Source: an optimization exercise on an open RTL-to-GDS flow (aim: small area and a short achievable clock period). Production flows keep margins and buffers that such runs may drop.
In this exercise RTL edits were held to simulation tests only and were not proved equivalent to the original.
No activity file was given, so power comes from the tool's default toggle rates.

Setup of north:
==> flow/design.v (excerpt) <==
module ahrs_rx (
    input  wire        clk,
    input  wire        rst,
    input  wire        p_valid,
    input  wire [31:0] p_cmd,
    output reg         p_resp_valid,
    output reg         p_resp_err,
    output wire [31:0] p_resp_val,
    input  wire        c_valid,
    input  wire [31:0] c_cmd,
    output reg         c_resp_valid,
    output reg         c_resp_err,
    output wire [31:0] c_resp_val
);
Settings: LEC_CHECK=0, CAP_MARGIN=20, CORE_MARGIN=2, CORE_UTILIZATION=40, PLACE_DENSITY=0.6, SETUP_SLACK_MARGIN=2.5, SLEW_MARGIN=20; clock period 6.5 ns.
run.sh (not shown) runs the stock make flow with config.mk's settings and CLKGATE_MAP_FILE= SYNTH_SCRIPT=/design/flow/synth_recipe.tcl, a recipe that flattens the netlist after the stock synthesis.
### north -> south
Settings: swapping 2.5 for 3.5 in SETUP_SLACK_MARGIN.
Findings:
- Going from north to south, worst-case setup margin in the final layout down 0.042 ns; leakage power +5.7%.
- north and south ended up with roughly the same worst hold slack.
- In south relative to north, cell count had gone up by a few percent.
- [compare] base=north new=south: met3 track demand over resource lost 0.18 points, share of final layout cell area taken by clock buffers and inverters went down by 0.48 points, placed wire-length estimate after detailed placement higher, critical path depth climbed 1, number of gates resized after CTS picked up an extra about 70%.
- Side by side, slew of the pin with the lowest slew margin turned out lower in south than in north.

* * *

## red
Another version of the RTL of ahrs_rx (not shown whole).
Size in the first run: roughly 1100 cells after synthesis, roughly 440 flip-flops.
export LEC_CHECK = 0
export CAP_MARGIN = 20
export CORE_MARGIN = 2
export CORE_UTILIZATION = 60
export CTS_CLUSTER_DIAMETER = 80
export CTS_CLUSTER_SIZE = 30
export PLACE_DENSITY = 0.7
export SETUP_SLACK_MARGIN = 3.8
export SLEW_MARGIN = 20
create_clock -name core_clock -period 6.5 [get_ports {clk}]
Looking at the reports, red completed the entire flow and the layout it produced met the timing, DRC and antenna checks.
Here is what was changed in the inputs of blue compared with red.
Settings: SETUP_SLACK_MARGIN now 4.1, was 3.8.
Notes after the runs:
- For the number of filler instances in the final layout, blue came in about 1.2% lower than red did.
- Summary of blue over red: global routing met3 resource utilization decreased by 0.62 points relative to the old numbers, global placement routability congestion roughly the same.
- Per the comparison of blue with red, cell area now larger, count of buffers added by post-CTS timing repair for setup now larger, final cell count without fillers now larger.
For green, these inputs were changed with respect to blue:
Settings: changing SETUP_SLACK_MARGIN from 4.1 to 3.5.
--- outcome ---
Total power essentially unchanged between blue and green.
Final design area excluding fillers, green and blue, higher one = blue.
green: all-layer global routing usage lower than blue
Setup changes, green to orange
Settings: a deleted CTS_CLUSTER_DIAMETER that had been 80; a change of SETUP_SLACK_MARGIN from 3.5 to 3.8; an added CTS_BUF_LIST of sky130_fd_sc_hd__clkbuf_4 sky130_fd_sc_hd__clkbuf_8; a deleted CTS_CLUSTER_SIZE that had been 30.
### Flow results
Diff orange..green | depth of the most critical reg-to-reg path | unchanged
The part of the power in registers number comes out lower for orange vs green.
Reported for green and orange, detailed-routing iteration count for the pre-antenna-repair pass turned out identical to the last digit.
Summary of orange over green: final hold slack lower; total design power higher.
For synthesized area, orange and green come out practically identical.
Going from green to orange, upper clock frequency limit grew by more than 10%.
green has lower number of H-tree levels than orange.

* * *

Another version of the RTL of ahrs_rx (not shown whole).
For scale: roughly 1200 cells after synthesis, about 450 flip-flops, roughly 140 I/O pins, about 0.017 sq mm of cells after synthesis.
==> flow/config.mk <==
export PLATFORM = sky130hd
export DESIGN_NAME = ahrs_rx
export DESIGN_NICKNAME = ahrs_rx
export VERILOG_FILES = /design/flow/design.v
export SDC_FILE = /design/flow/constraint.sdc
export NUM_CORES = 4
export LEC_CHECK = 0
export CAP_MARGIN = 20
export CORE_MARGIN = 2
export CORE_UTILIZATION = 60
export CTS_CLUSTER_DIAMETER = 80
export CTS_CLUSTER_SIZE = 30
export PLACE_DENSITY = 0.7
export SETUP_SLACK_MARGIN = 3.9
export SLEW_MARGIN = 20
==> flow/constraint.sdc <==
create_clock -name core_clock -period 6.5 [get_ports {clk}]
set_input_delay 1.3000 -clock core_clock [delete_from_list [all_inputs] [get_ports {clk}]]
set_output_delay 1.3000 -clock core_clock [all_outputs]
set_load 0.01 [all_outputs]
==> next run, changes <==
ABC_AREA = 1   (was default)
Via count increases by about a fifth.
Worst hold slack improved by 6.6 ps.
Sequential power barely changes.
Worst setup slack improved by 120 ps.
Synthesized area increases by a few percent.
Critical path depth increases by 6.
Synthesized cell count increases by a quarter to a third.
Clock power barely changes.
Total power decreases slightly.
Non-clock buffer count increases by 10.
Wire length increases by a few percent.
==> next run, changes <==
==> flow/flow/run.sh (new file) <==
#!/bin/bash
# The standard layout, with two changes to the cells it may pick:
# - the port buffers are the plain buffer sky130_fd_sc_hd__buf_2 instead of
#   the cell buffer_ports picks by itself;
# - the slow wide gates (or3, or4, nor4, and4 and their inverted-input forms) are
#   added to the platform's don't-use list, so synthesis and repair build
#   those functions from NAND/NOR gates instead.
set -euo pipefail
export BUFFER_PORTS_ARGS="-buffer_cell sky130_fd_sc_hd__buf_2"
# the platform's own don't-use list (platforms/sky130hd/config.mk)
dont_use="sky130_fd_sc_hd__probe_p_8 sky130_fd_sc_hd__probec_p_8 sky130_fd_sc_hd__lpflow_bleeder_1"
for s in 1 16 2 4 8; do
  dont_use="$dont_use sky130_fd_sc_hd__lpflow_clkbufkapwr_$s sky130_fd_sc_hd__lpflow_clkinvkapwr_$s"
done
for s in 12 3 4 6 8; do dont_use="$dont_use sky130_fd_sc_hd__lpflow_decapkapwr_$s"; done
dont_use="$dont_use sky130_fd_sc_hd__lpflow_inputiso0n_1 sky130_fd_sc_hd__lpflow_inputiso0p_1"
dont_use="$dont_use sky130_fd_sc_hd__lpflow_inputiso1n_1 sky130_fd_sc_hd__lpflow_inputiso1p_1"
dont_use="$dont_use sky130_fd_sc_hd__lpflow_inputisolatch_1"
for s in 1 16 2 4 8; do dont_use="$dont_use sky130_fd_sc_hd__lpflow_isobufsrc_$s"; done
dont_use="$dont_use sky130_fd_sc_hd__lpflow_isobufsrckapwr_16"
for s in 1 2 4; do
  dont_use="$dont_use sky130_fd_sc_hd__lpflow_lsbuf_lh_hl_isowell_tap_$s sky130_fd_sc_hd__lpflow_lsbuf_lh_isowell_tap_$s"
done
dont_use="$dont_use sky130_fd_sc_hd__lpflow_lsbuf_lh_isowell_4"
# added here
for c in or3 or3b or4 or4b or4bb nor4 nor4b nor4bb and4 and4b and4bb; do
  for s in 1 2 4; do dont_use="$dont_use sky130_fd_sc_hd__${c}_${s}"; done
done
bash standard.sh "DONT_USE_CELLS=$dont_use" finish > standard.log 2>&1
==> flow/standard.sh (new file) <==
#!/bin/bash
# synth_recipe.tcl (not shown) runs the flow's synth.tcl, then flattens the netlist and writes it again
# the make line also repeats each setting of config.mk as NAME=value (left out here)
make -C /OpenROAD-flow-scripts/flow DESIGN_CONFIG=/design/flow/config.mk WORK_HOME=/design/flow/orfs CLKGATE_MAP_FILE= SYNTH_SCRIPT=/design/flow/synth_recipe.tcl "${@:-finish}"
ABC_AREA = default   (was 1)
CORE_UTILIZATION = 70   (was 60)
PLACE_DENSITY = 0.75   (was 0.7)
removed: flow/run.sh
What happened: Setup slack gains 92 ps. Utilization came out higher by 8.3 points. Power barely changes.
==> next run, changes <==
--- a/flow/flow/run.sh
+++ b/flow/flow/run.sh
@@ -3,5 +3,5 @@
 # - the port buffers are the plain buffer sky130_fd_sc_hd__buf_2 instead of
 #   the cell buffer_ports picks by itself;
-# - the slow wide gates (or3, or4, nor4, and4 and their inverted-input forms) are
+# - the slow wide OR gates (or3, or4 and their inverted-input forms) are
 #   added to the platform's don't-use list, so synthesis and repair build
 #   those functions from NAND/NOR gates instead.
@@ -24,5 +24,5 @@
 dont_use="$dont_use sky130_fd_sc_hd__lpflow_lsbuf_lh_isowell_4"
 # added here
-for c in or3 or3b or4 or4b or4bb nor4 nor4b nor4bb and4 and4b and4bb; do
+for c in or3 or3b or4 or4b or4bb; do
   for s in 1 2 4; do dont_use="$dont_use sky130_fd_sc_hd__${c}_${s}"; done
 done
CORE_UTILIZATION = 60   (was 70)
PLACE_DENSITY = 0.7   (was 0.75)
What happened: The changed run completed without violations; clock-buffer cell count does not change; hold slack got worse by 9.9 ps; final area increases by 2.4%; setup slack gets worse by 180 ps; non-clock buffer count went up by 17; wire length rises by 2.8%; total power went up by 0.45%; cell count grows by 1.7%; global-route usage goes down by 3.6 points.

* * *

zinc:
Starting RTL as in the previous note.
==> flow/design.v (excerpt) <==
module ahrs_rx (
    input  wire        clk,
    input  wire        rst,
    input  wire        p_valid,
    input  wire [31:0] p_cmd,
    output reg         p_resp_valid,
    output reg         p_resp_err,
    output wire [31:0] p_resp_val,
    input  wire        c_valid,
    input  wire [31:0] c_cmd,
    output reg         c_resp_valid,
    output reg         c_resp_err,
    output reg  [31:0] c_resp_val
);
==> flow/config.mk <==
export PLATFORM = sky130hd
export DESIGN_NAME = ahrs_rx
export DESIGN_NICKNAME = ahrs_rx
export VERILOG_FILES = /design/flow/design.v
export SDC_FILE = /design/flow/constraint.sdc
export NUM_CORES = 4
export LEC_CHECK = 0
export CAP_MARGIN = 20
export CORE_MARGIN = 2
export CORE_UTILIZATION = 60
export CTS_CLUSTER_DIAMETER = 80
export CTS_CLUSTER_SIZE = 30
export PLACE_DENSITY = 0.7
export SETUP_SLACK_MARGIN = 4.2
export SLEW_MARGIN = 20
==> flow/constraint.sdc <==
create_clock -name core_clock -period 6.5 [get_ports {clk}]
set_input_delay 1.3000 -clock core_clock [delete_from_list [all_inputs] [get_ports {clk}]]
set_output_delay 1.3000 -clock core_clock [all_outputs]
set_load 0.01 [all_outputs]
standard.sh (not shown) runs the stock make flow with config.mk's settings and CLKGATE_MAP_FILE= SYNTH_SCRIPT=/design/flow/synth_recipe.tcl, a recipe that flattens the netlist after the stock synthesis.
==> flow/flow/run.sh <==
#!/bin/bash
# The standard layout, with the port buffers made from the plain buffer
# (sky130_fd_sc_hd__buf_2) instead of the cell buffer_ports picks by itself.
set -euo pipefail
export BUFFER_PORTS_ARGS="-buffer_cell sky130_fd_sc_hd__buf_2"
bash standard.sh finish > standard.log 2>&1
The inputs of garnet differ from those of zinc as listed below.
# zinc
export LEC_CHECK = 0
export CAP_MARGIN = 20
export CORE_MARGIN = 2
export CORE_UTILIZATION = 60
export CTS_CLUSTER_DIAMETER = 80
export CTS_CLUSTER_SIZE = 30
export PLACE_DENSITY = 0.7
export SETUP_SLACK_MARGIN = 4.2
export SLEW_MARGIN = 20
create_clock -name core_clock -period 6.5 [get_ports {clk}]
# garnet
export LEC_CHECK = 0
export CAP_MARGIN = 20
export CORE_MARGIN = 2
export CORE_UTILIZATION = 60
export CTS_CLUSTER_DIAMETER = 80
export CTS_CLUSTER_SIZE = 30
export PLACE_DENSITY = 0.7
export SETUP_SLACK_MARGIN = 4.0
export SLEW_MARGIN = 20
create_clock -name core_clock -period 6.5 [get_ports {clk}]
==> flow/flow/run.sh <==
#!/bin/bash
# The standard layout, with two changes to the cells it may pick:
# - the port buffers are the plain buffer sky130_fd_sc_hd__buf_2 instead of
#   the cell buffer_ports picks by itself;
# - the slow wide gates (or3, or4, nor4, and4 and their inverted-input forms, and a311oi) are
#   added to the platform's don't-use list, so synthesis and repair build
#   those functions from NAND/NOR gates instead.
set -euo pipefail
export BUFFER_PORTS_ARGS="-buffer_cell sky130_fd_sc_hd__buf_2"
# the platform's own don't-use list (platforms/sky130hd/config.mk)
dont_use="sky130_fd_sc_hd__probe_p_8 sky130_fd_sc_hd__probec_p_8 sky130_fd_sc_hd__lpflow_bleeder_1"
for s in 1 16 2 4 8; do
  dont_use="$dont_use sky130_fd_sc_hd__lpflow_clkbufkapwr_$s sky130_fd_sc_hd__lpflow_clkinvkapwr_$s"
done
for s in 12 3 4 6 8; do dont_use="$dont_use sky130_fd_sc_hd__lpflow_decapkapwr_$s"; done
dont_use="$dont_use sky130_fd_sc_hd__lpflow_inputiso0n_1 sky130_fd_sc_hd__lpflow_inputiso0p_1"
dont_use="$dont_use sky130_fd_sc_hd__lpflow_inputiso1n_1 sky130_fd_sc_hd__lpflow_inputiso1p_1"
dont_use="$dont_use sky130_fd_sc_hd__lpflow_inputisolatch_1"
for s in 1 16 2 4 8; do dont_use="$dont_use sky130_fd_sc_hd__lpflow_isobufsrc_$s"; done
dont_use="$dont_use sky130_fd_sc_hd__lpflow_isobufsrckapwr_16"
for s in 1 2 4; do
  dont_use="$dont_use sky130_fd_sc_hd__lpflow_lsbuf_lh_hl_isowell_tap_$s sky130_fd_sc_hd__lpflow_lsbuf_lh_isowell_tap_$s"
done
dont_use="$dont_use sky130_fd_sc_hd__lpflow_lsbuf_lh_isowell_4"
# added here
for c in or3 or3b or4 or4b or4bb nor4 nor4b nor4bb and4 and4b and4bb a311oi; do
  for s in 1 2 4; do dont_use="$dont_use sky130_fd_sc_hd__${c}_${s}"; done
done
bash standard.sh "DONT_USE_CELLS=$dont_use" finish > standard.log 2>&1
==> results.txt <==
Status: core footprint parity (garnet, zinc). Compared to zinc, the router laid down less metal wire for garnet. Across zinc and garnet, the outcome is the same: a clean finish for every run. The core of garnet is less densely filled than that of zinc. The lower number of gates resized after cts came out of garnet.
Inputs modified between garnet and xenon:
diff --git a/flow/flow/run.sh b/flow/flow/run.sh
--- a/flow/flow/run.sh
+++ b/flow/flow/run.sh
@@ -4,3 +4,3 @@
 #   the cell buffer_ports picks by itself;
-# - the slow wide gates (or3, or4, nor4, and4 and their inverted-input forms, and a311oi) are
+# - the slow wide gates (or3, or4, nor4, and4, nand4 and their inverted-input forms) are
 #   added to the platform's don't-use list, so synthesis and repair build
@@ -25,3 +25,3 @@
 # added here
-for c in or3 or3b or4 or4b or4bb nor4 nor4b nor4bb and4 and4b and4bb a311oi; do
+for c in or3 or3b or4 or4b or4bb nor4 nor4b nor4bb and4 and4b and4bb nand4 nand4b nand4bb; do
   for s in 1 2 4; do dont_use="$dont_use sky130_fd_sc_hd__${c}_${s}"; done
### Flow results
In summary, xenon completed successfully, with a layout that passed the timing, DRC and antenna checks.
In terms of horizontal extent of the die, garnet and xenon differ only marginally.
Changes observed in xenon relative to garnet: register-to-register slack now sits higher, number of top-level design ports shows no meaningful change, total of hold buffers inserted after clock tree synthesis now sits at about the same level, number of clock buffers in the layout increased by about 3.6% relative to the old numbers.
Diff garnet -> xenon: starting density of the core about even; wire length on met3 higher; total power saw little to no change; synthesized-area fraction occupied by ao, oa, aoi and oai cells saw little to no change.
garnet vs xenon, standard cell with the maximum stage delay on the critical path: sky130_fd_sc_hd__xnor2_2 vs sky130_fd_sc_hd__or2_4
Changes in willow relative to xenon:
# xenon
export LEC_CHECK = 0
export CAP_MARGIN = 20
export CORE_MARGIN = 2
export CORE_UTILIZATION = 60
export CTS_CLUSTER_DIAMETER = 80
export CTS_CLUSTER_SIZE = 30
export PLACE_DENSITY = 0.7
export SETUP_SLACK_MARGIN = 4.0
export SLEW_MARGIN = 20
create_clock -name core_clock -period 6.5 [get_ports {clk}]
# willow
export LEC_CHECK = 0
export CAP_MARGIN = 20
export CORE_MARGIN = 2
export CORE_UTILIZATION = 75
export CTS_CLUSTER_DIAMETER = 80
export CTS_CLUSTER_SIZE = 30
export PLACE_DENSITY = 0.8
export SETUP_SLACK_MARGIN = 4.0
export SLEW_MARGIN = 20
create_clock -name core_clock -period 6.5 [get_ports {clk}]
==> flow/flow/run.sh <==
#!/bin/bash
# The standard layout, with the port buffers made from the plain buffer
# (sky130_fd_sc_hd__buf_2) instead of the cell buffer_ports picks by itself.
set -euo pipefail
export BUFFER_PORTS_ARGS="-buffer_cell sky130_fd_sc_hd__buf_2"
bash standard.sh finish > standard.log 2>&1
Results
- Against xenon, willow reports a number of buffers inserted by post-CTS setup repair that is lower.
- Post-route met1 wirelength, xenon and willow: lower on willow
- Changes observed in willow relative to xenon: global-route met3 utilization higher, global-route wire length before repair lower, longest individual stage delay on the worst path higher, worst-skew pair later-pin latency roughly the same, combined global-route utilization of all metal layers higher.
- Summary: remaining max-slew budget at the tightest pin, willow better than xenon
- The lower combinational share of power came out of xenon.
### willow -> delta
# willow
export LEC_CHECK = 0
export CAP_MARGIN = 20
export CORE_MARGIN = 2
export CORE_UTILIZATION = 75
export CTS_CLUSTER_DIAMETER = 80
export CTS_CLUSTER_SIZE = 30
export PLACE_DENSITY = 0.8
export SETUP_SLACK_MARGIN = 4.0
export SLEW_MARGIN = 20
create_clock -name core_clock -period 6.5 [get_ports {clk}]
# delta
export LEC_CHECK = 0
export CAP_MARGIN = 20
export CORE_MARGIN = 2
export CORE_UTILIZATION = 60
export CTS_CLUSTER_DIAMETER = 80
export CTS_CLUSTER_SIZE = 30
export PLACE_DENSITY = 0.7
export SETUP_SLACK_MARGIN = 3.9
export SLEW_MARGIN = 20
create_clock -name core_clock -period 6.5 [get_ports {clk}]
### Flow results
- delta: full flow OK, the timing, DRC and antenna checks passed
- Measured against each other, willow and delta differ in via count of the first global-routing pass, the lower figure coming from delta.
- willow → delta: layout overhead on the synthesized area has remained practically unchanged, net switching share of the total power increased by 0.67 points relative to the old numbers.
- On sequential share of layout area, willow and delta are neck and neck.
Changes in cedar relative to delta:
==> flow/flow/run.sh <==
#!/bin/bash
# The standard layout, with two changes to the cells it may pick:
# - the port buffers are the plain buffer sky130_fd_sc_hd__buf_2 instead of
#   the cell buffer_ports picks by itself;
# - the slow wide gates (or3, or4, nor4, and4 and their inverted-input forms) are
#   added to the platform's don't-use list, so synthesis and repair build
#   those functions from NAND/NOR gates instead.
set -euo pipefail
export BUFFER_PORTS_ARGS="-buffer_cell sky130_fd_sc_hd__buf_2"
# the platform's own don't-use list (platforms/sky130hd/config.mk)
dont_use="sky130_fd_sc_hd__probe_p_8 sky130_fd_sc_hd__probec_p_8 sky130_fd_sc_hd__lpflow_bleeder_1"
for s in 1 16 2 4 8; do
  dont_use="$dont_use sky130_fd_sc_hd__lpflow_clkbufkapwr_$s sky130_fd_sc_hd__lpflow_clkinvkapwr_$s"
done
for s in 12 3 4 6 8; do dont_use="$dont_use sky130_fd_sc_hd__lpflow_decapkapwr_$s"; done
dont_use="$dont_use sky130_fd_sc_hd__lpflow_inputiso0n_1 sky130_fd_sc_hd__lpflow_inputiso0p_1"
dont_use="$dont_use sky130_fd_sc_hd__lpflow_inputiso1n_1 sky130_fd_sc_hd__lpflow_inputiso1p_1"
dont_use="$dont_use sky130_fd_sc_hd__lpflow_inputisolatch_1"
for s in 1 16 2 4 8; do dont_use="$dont_use sky130_fd_sc_hd__lpflow_isobufsrc_$s"; done
dont_use="$dont_use sky130_fd_sc_hd__lpflow_isobufsrckapwr_16"
for s in 1 2 4; do
  dont_use="$dont_use sky130_fd_sc_hd__lpflow_lsbuf_lh_hl_isowell_tap_$s sky130_fd_sc_hd__lpflow_lsbuf_lh_isowell_tap_$s"
done
dont_use="$dont_use sky130_fd_sc_hd__lpflow_lsbuf_lh_isowell_4"
# added here
for c in or3 or3b or4 or4b or4bb nor4 nor4b nor4bb and4 and4b and4bb; do
  for s in 1 2 4; do dont_use="$dont_use sky130_fd_sc_hd__${c}_${s}"; done
done
bash standard.sh "DONT_USE_CELLS=$dont_use" finish > standard.log 2>&1
- cedar does worse than delta on reported clock group power.
- Compared with delta, cedar is the more power-hungry design.
- cedar reports a lower share of synthesized area occupied by flip-flops and latches than delta does.
- Reported for cedar and delta, count of endpoints failing setup in the final report turned out identical to the last digit.
- Re worst setup slack: delta was lower than cedar.
- Compared with delta, cedar supports a higher clock frequency.

## separate check: timing with driven ports
How much do the figures lean on ideal ports? The routed layouts below were timed once more, with nothing changed but the port constraints. Step 1 sets driving cells, clkbuf_16 on the clock port and buf_2 on the other inputs (assumed; they add their load-dependent delay and slew). Step 2 also shifts input and output timing later by t, the mid clock arrival at the registers, as if the neighbouring blocks saw the same clock. a / b / c = ideal / step 1 / step 2; a / b = the first two.
run | shift t [ns] | setup slack, ns | latest minus earliest clock arrival (ns) | worst data-port slew with drivers (ns) | pins driven straight from the clock port
north | 0.625 | 2.456 / 2.405 / 2.304 | 0.032 / 0.032 | 0.05 | 1
south | 0.621 | 2.414 / 2.362 / 2.929 | 0.014 / 0.014 | 0.04 | 1
red | 0.582 | 3.792 / 3.774 / 3.240 | 0.036 / 0.036 | 0.04 | 1
blue | 0.578 | 3.822 / 3.840 / 3.262 | 0.016 / 0.016 | 0.08 | 1
green | 0.580 | 3.560 / 3.572 / 2.992 | 0.026 / 0.026 | 0.05 | 1
orange | 0.631 | 3.832 / 3.853 / 3.227 | 0.026 / 0.025 | 0.04 | 1
the first run of note 3 | 0.595 | 3.808 / 3.817 / 3.222 | 0.025 / 0.026 | 0.05 | 1
the second run of note 3 | 0.585 | 3.931 / 3.940 / 3.377 | 0.020 / 0.021 | 0.06 | 1
the third run of note 3 | 0.579 | 4.022 / 4.020 / 3.469 | 0.026 / 0.027 | 0.04 | 1
the fourth run of note 3 | 0.583 | 3.839 / 3.865 / 3.282 | 0.021 / 0.021 | 0.04 | 1
zinc | 0.581 | 3.860 / 3.878 / 3.297 | 0.029 / 0.030 | 0.05 | 1
garnet | 0.591 | 4.036 / 4.069 / 3.478 | 0.023 / 0.022 | 0.04 | 1
xenon | 0.581 | 3.824 / 3.840 / 3.259 | 0.037 / 0.037 | 0.04 | 1
willow | 0.586 | 3.860 / 3.869 / 3.283 | 0.037 / 0.038 | 0.08 | 1
delta | 0.591 | 3.889 / 3.908 / 3.317 | 0.019 / 0.020 | 0.06 | 1
cedar | 0.587 | 3.987 / 4.018 / 3.431 | 0.037 / 0.037 | 0.05 | 1
After both steps every run listed still meets setup and hold. The setup slack of orange, which loses most, moves by +0.021 ns with the drivers and by -0.605 ns with both steps.
